This is an optimization exercise on Yosys and OpenROAD, whose aim is small area, a short achievable clock period and few clock cycles per item, not a production implementation. Function was checked by simulation only, so behaviour that the tests miss may differ from the original. Power is estimated from default activity; no workload was simulated.

v6:
==> flow/design.v <==
module rm_decoder (
    input  wire       clk,
    input  wire       rst,
    input  wire       in_valid,
    input  wire [7:0] in_data,
    input  wire       in_eos,
    output wire       in_ready,
    output wire       out_valid,
    output wire [7:0] out_data,
    output wire       out_eos,
    input  wire       out_ready
);
    reg       h_v, h_eos;        
    reg [7:0] h_d;
    reg       s_v, s_eos;        
    reg [7:0] s_d;
    wire      pop;
    wire      push = in_valid & ~s_v;
    assign in_ready = ~s_v;
    always @(posedge clk) begin
        if (rst) begin
            h_v <= 1'b0;
            s_v <= 1'b0;
        end else begin
            if (pop | ~h_v) begin
                h_v <= s_v | push;
                s_v <= 1'b0;
            end else if (push) begin
                s_v <= 1'b1;
            end
        end
    end
    always @(posedge clk) begin
        if (pop | ~h_v) begin
            h_d   <= s_v ? s_d   : in_data;
            h_eos <= s_v ? s_eos : in_eos;
        end
        if (~s_v) begin
            s_d   <= in_data;
            s_eos <= in_eos;
        end
    end
    localparam [2:0] K_COUNT = 3'd0,
                     K_VAL   = 3'd1,
                     K_MASK  = 3'd2,
                     K_LIT   = 3'd3,
                     K_SKIP  = 3'd4;
    reg [2:0]  st;
    reg [1:0]  mcnt;         
    reg [7:0]  ecount;       
    reg [7:0]  val;          
    reg [31:0] filled;       
    reg [7:0]  buf_q [0:31];
    reg        rd;           
    reg [4:0]  idx;          
    reg        eos_pend;     
    reg        o_v, o_eos;
    reg [7:0]  o_d;
    wire [31:0] freed;
    genvar g;
    generate
        for (g = 0; g < 32; g = g + 1) begin : g_fr
            assign freed[g] = ~rd | (idx > g);
        end
    endgenerate
    wire [31:0] nxt_lit = ~filled & (filled + 32'd1);
    wire        lit_ok  = |(~filled & freed);
    wire        mask_ok = ~rd | (idx[4:3] > mcnt);
    wire        all_filled = &filled;
    wire is_eos = h_eos;
    reg  cons;
    always @(*) begin
        cons = 1'b0;
        if (h_v) begin
            if (is_eos)
                cons = ~eos_pend;
            else case (st)
                K_COUNT, K_VAL, K_SKIP: cons = 1'b1;
                K_MASK:                 cons = mask_ok;
                K_LIT:                  cons = lit_ok & ~all_filled;
                default:                cons = 1'b0;
            endcase
        end
    end
    assign pop = cons;
    wire        chunk_done = (st == K_LIT) & all_filled & ~eos_pend & ~rd;
    wire        wr_mask = cons & ~is_eos & (st == K_MASK);
    wire        wr_lit  = cons & ~is_eos & (st == K_LIT);
    wire [7:0]  wd      = (st == K_LIT) ? h_d : val;
    reg [31:0] we;
    integer i;
    always @(*) begin
        for (i = 0; i < 32; i = i + 1)
            we[i] = (wr_mask & (mcnt == i[4:3]) & h_d[7 - i[2:0]]) | (wr_lit & nxt_lit[i]);
    end
    always @(posedge clk) begin
        for (i = 0; i < 32; i = i + 1)
            if (we[i]) buf_q[i] <= wd;
    end
    always @(posedge clk) begin
        if (cons & ~is_eos & st == K_VAL) val <= h_d;
    end
    always @(posedge clk) begin
        if (rst) begin
            st <= K_COUNT;
            eos_pend <= 1'b0;
        end else begin
            if (cons & is_eos) begin
                st <= K_COUNT;
                eos_pend <= 1'b1;
            end else if (chunk_done) begin
                st <= K_COUNT;
            end else if (cons) begin
                case (st)
                    K_COUNT: begin
                        filled <= 32'd0;
                        ecount <= h_d;
                        mcnt   <= 2'd0;
                        if (h_d == 8'hFF)      st <= K_SKIP;
                        else if (h_d == 8'h00) st <= K_LIT;
                        else                   st <= K_VAL;
                    end
                    K_VAL: st <= K_MASK;
                    K_MASK: begin
                        mcnt <= mcnt + 2'd1;
                        if (mcnt == 2'd3) begin
                            ecount <= ecount - 8'd1;
                            st <= (ecount == 8'd1) ? K_LIT : K_VAL;
                        end
                    end
                    default: ;
                endcase
            end
            if (wr_mask | wr_lit) filled <= filled | we;
            if (o_adv & ~rd & eos_pend) eos_pend <= 1'b0;
        end
    end
    wire o_adv = ~o_v | out_ready;
    always @(posedge clk) begin
        if (rst) begin
            rd  <= 1'b0;
            idx <= 5'd0;
            o_v <= 1'b0;
            o_eos <= 1'b0;
        end else begin
            if (chunk_done) rd <= 1'b1;
            if (o_adv) begin
                if (rd) begin
                    o_v   <= 1'b1;
                    o_eos <= 1'b0;
                    idx   <= idx + 5'd1;
                    if (idx == 5'd31) rd <= 1'b0;
                end else if (eos_pend) begin
                    o_v   <= 1'b1;
                    o_eos <= 1'b1;
                end else begin
                    o_v   <= 1'b0;
                end
            end
        end
    end
    always @(posedge clk) begin
        if (o_adv & rd) o_d <= buf_q[idx];
    end
    assign out_valid = o_v;
    assign out_data  = o_d;
    assign out_eos   = o_eos;
endmodule
make LEC_CHECK=0 CAP_MARGIN=20 CORE_MARGIN=2 CORE_UTILIZATION=40 SLEW_MARGIN=20 finish   # period 7.0 ns
run.sh (not shown) runs the stock make flow with config.mk's settings and CLKGATE_MAP_FILE= SYNTH_SCRIPT=/design/flow/synth_recipe.tcl, a recipe that flattens the netlist after the stock synthesis.
Every stage of the flow completed for v6, and the final layout passed the timing, DRC and antenna checks.
Testbench counts of v6, summed over its fixed seeds: cycles 36,611, bytes 27,072.
Changes in v7 relative to v6:
# v6
export LEC_CHECK = 0
export CAP_MARGIN = 20
export CORE_MARGIN = 2
export CORE_UTILIZATION = 40
export SLEW_MARGIN = 20
create_clock -name core_clock -period 7.0 [get_ports {clk}]
# v7
export LEC_CHECK = 0
export CAP_MARGIN = 20
export CORE_MARGIN = 2
export CORE_UTILIZATION = 40
export SETUP_SLACK_MARGIN = 4.0
export SLEW_MARGIN = 20
create_clock -name core_clock -period 7.0 [get_ports {clk}]
Notes after the runs:
[compare] base=v6 new=v7: post-placement cell count decreased by 20 relative to the old numbers, static leakage power rose about 7%. Diff v6 -> v7: routed wire length has increased; storage element area has remained practically unchanged; clock network power share has decreased. Power: v7 draws less than v6. [compare] base=v6 new=v7: critical path depth moved down, combinational power moved up. In v7 relative to v6, switching component of the power had gone up slightly. On total of cells resized after clock tree synthesis, the higher figure sits with v7, not v6.


rm_decoder, a different RTL version from the one above (not shown whole).
Size in the first run: about 1100 cells after synthesis, about 370 flip-flops, ~24 I/O pins, ~15000 um^2 of cells after synthesis.
Settings: LEC_CHECK=0, CAP_MARGIN=20, CORE_MARGIN=2, CORE_UTILIZATION=60, CTS_BUF_LIST=sky130_fd_sc_hd__clkbuf_16, CTS_CLUSTER_DIAMETER=80, CTS_CLUSTER_SIZE=24, SETUP_SLACK_MARGIN=4.6, SLEW_MARGIN=20, TNS_END_PERCENT=5; clock period 7.0 ns.
Testbench counts at the start, summed over its fixed seeds: cycles 33,195, bytes 27,072.
Edit:
CORE_UTILIZATION = 65   (was 60)
CTS_BUF_LIST = sky130_fd_sc_hd__clkbuf_8   (was sky130_fd_sc_hd__clkbuf_16)
CTS_CLUSTER_DIAMETER = 60   (was 80)
CTS_CLUSTER_SIZE = 16   (was 24)
Effect: The changed run finished with timing, DRC and antenna clean. Cell area goes up slightly. Wire length is higher by a few percent. Power grows slightly. Setup slack got worse by 0.052 ns. Area after synthesis stays the same. Global-route usage increases by 3.3 points. Non-clock buffer count is higher by 14. Utilization climbs by 7.0 points. Register-to-register slack loses 0.05 ns.
Edit:
CORE_UTILIZATION = 60   (was 65)
After rerunning: Fmax came out higher by 1.0%; global-route usage came out lower by 3.2 points; die area came out higher by 8.1%; clock-buffer cell count does not change; cell count came out higher by 2.1%; worst setup slack gets better by 0.025 ns; critical path depth came out lower by 8.
Edit:
CTS_BUF_LIST = sky130_fd_sc_hd__clkbuf_8 sky130_fd_sc_hd__clkbuf_16   (was sky130_fd_sc_hd__clkbuf_8)
CTS_CLUSTER_DIAMETER = 80   (was 60)
CTS_CLUSTER_SIZE = 24   (was 16)
Power went up by 1.7%.
Critical path depth went up by 8.
Clock skew went up by 0.0057 ns.
Area after synthesis does not change.
Flip-flop and latch count does not change.
Combinational power went up by about 1%.
Worst hold slack stays flat.
Count of clock-buffer cells in the layout went down by 13.

## afterwards: timing with drivers on the ports
The flow's constraints put no driver on any port. The routed layouts listed below were extracted and timed again, unchanged, in two steps. Step 1, drivers: a clkbuf_16 drives clk and a buf_2 each remaining input, both assumed. Step 2 times the ports against the registers' clock, not the clock port: input delays grow and output delays shrink by t, the midpoint of the rising clock arrivals with the driver on. a / b / c = no drivers / after step 1 / after step 2; a / b = the first two.
run | t, ns | setup slack, ns | hold slack, ns
v6 | 0.581 | 1.987 / 1.987 / 1.987 | 0.467 / 0.467 / 0.467
v7 | 0.577 | 3.845 / 3.845 / 3.736 | 0.475 / 0.475 / 0.475
the first run of note 2 | 0.568 | 4.512 / 4.505 / 4.051 | 0.458 / 0.458 / 0.458
the second run of note 2 | 0.645 | 4.460 / 4.460 / 4.023 | 0.463 / 0.463 / 0.463
the third run of note 2 | 0.644 | 4.485 / 4.438 / 4.027 | 0.457 / 0.457 / 0.457
the fourth run of note 2 | 0.573 | 4.496 / 4.496 / 4.050 | 0.458 / 0.458 / 0.458
After both steps setup and hold are still met in every run listed. The setup slack of the first run of note 2, which loses most, moves by -0.007 ns with the drivers and by -0.461 ns with both steps.
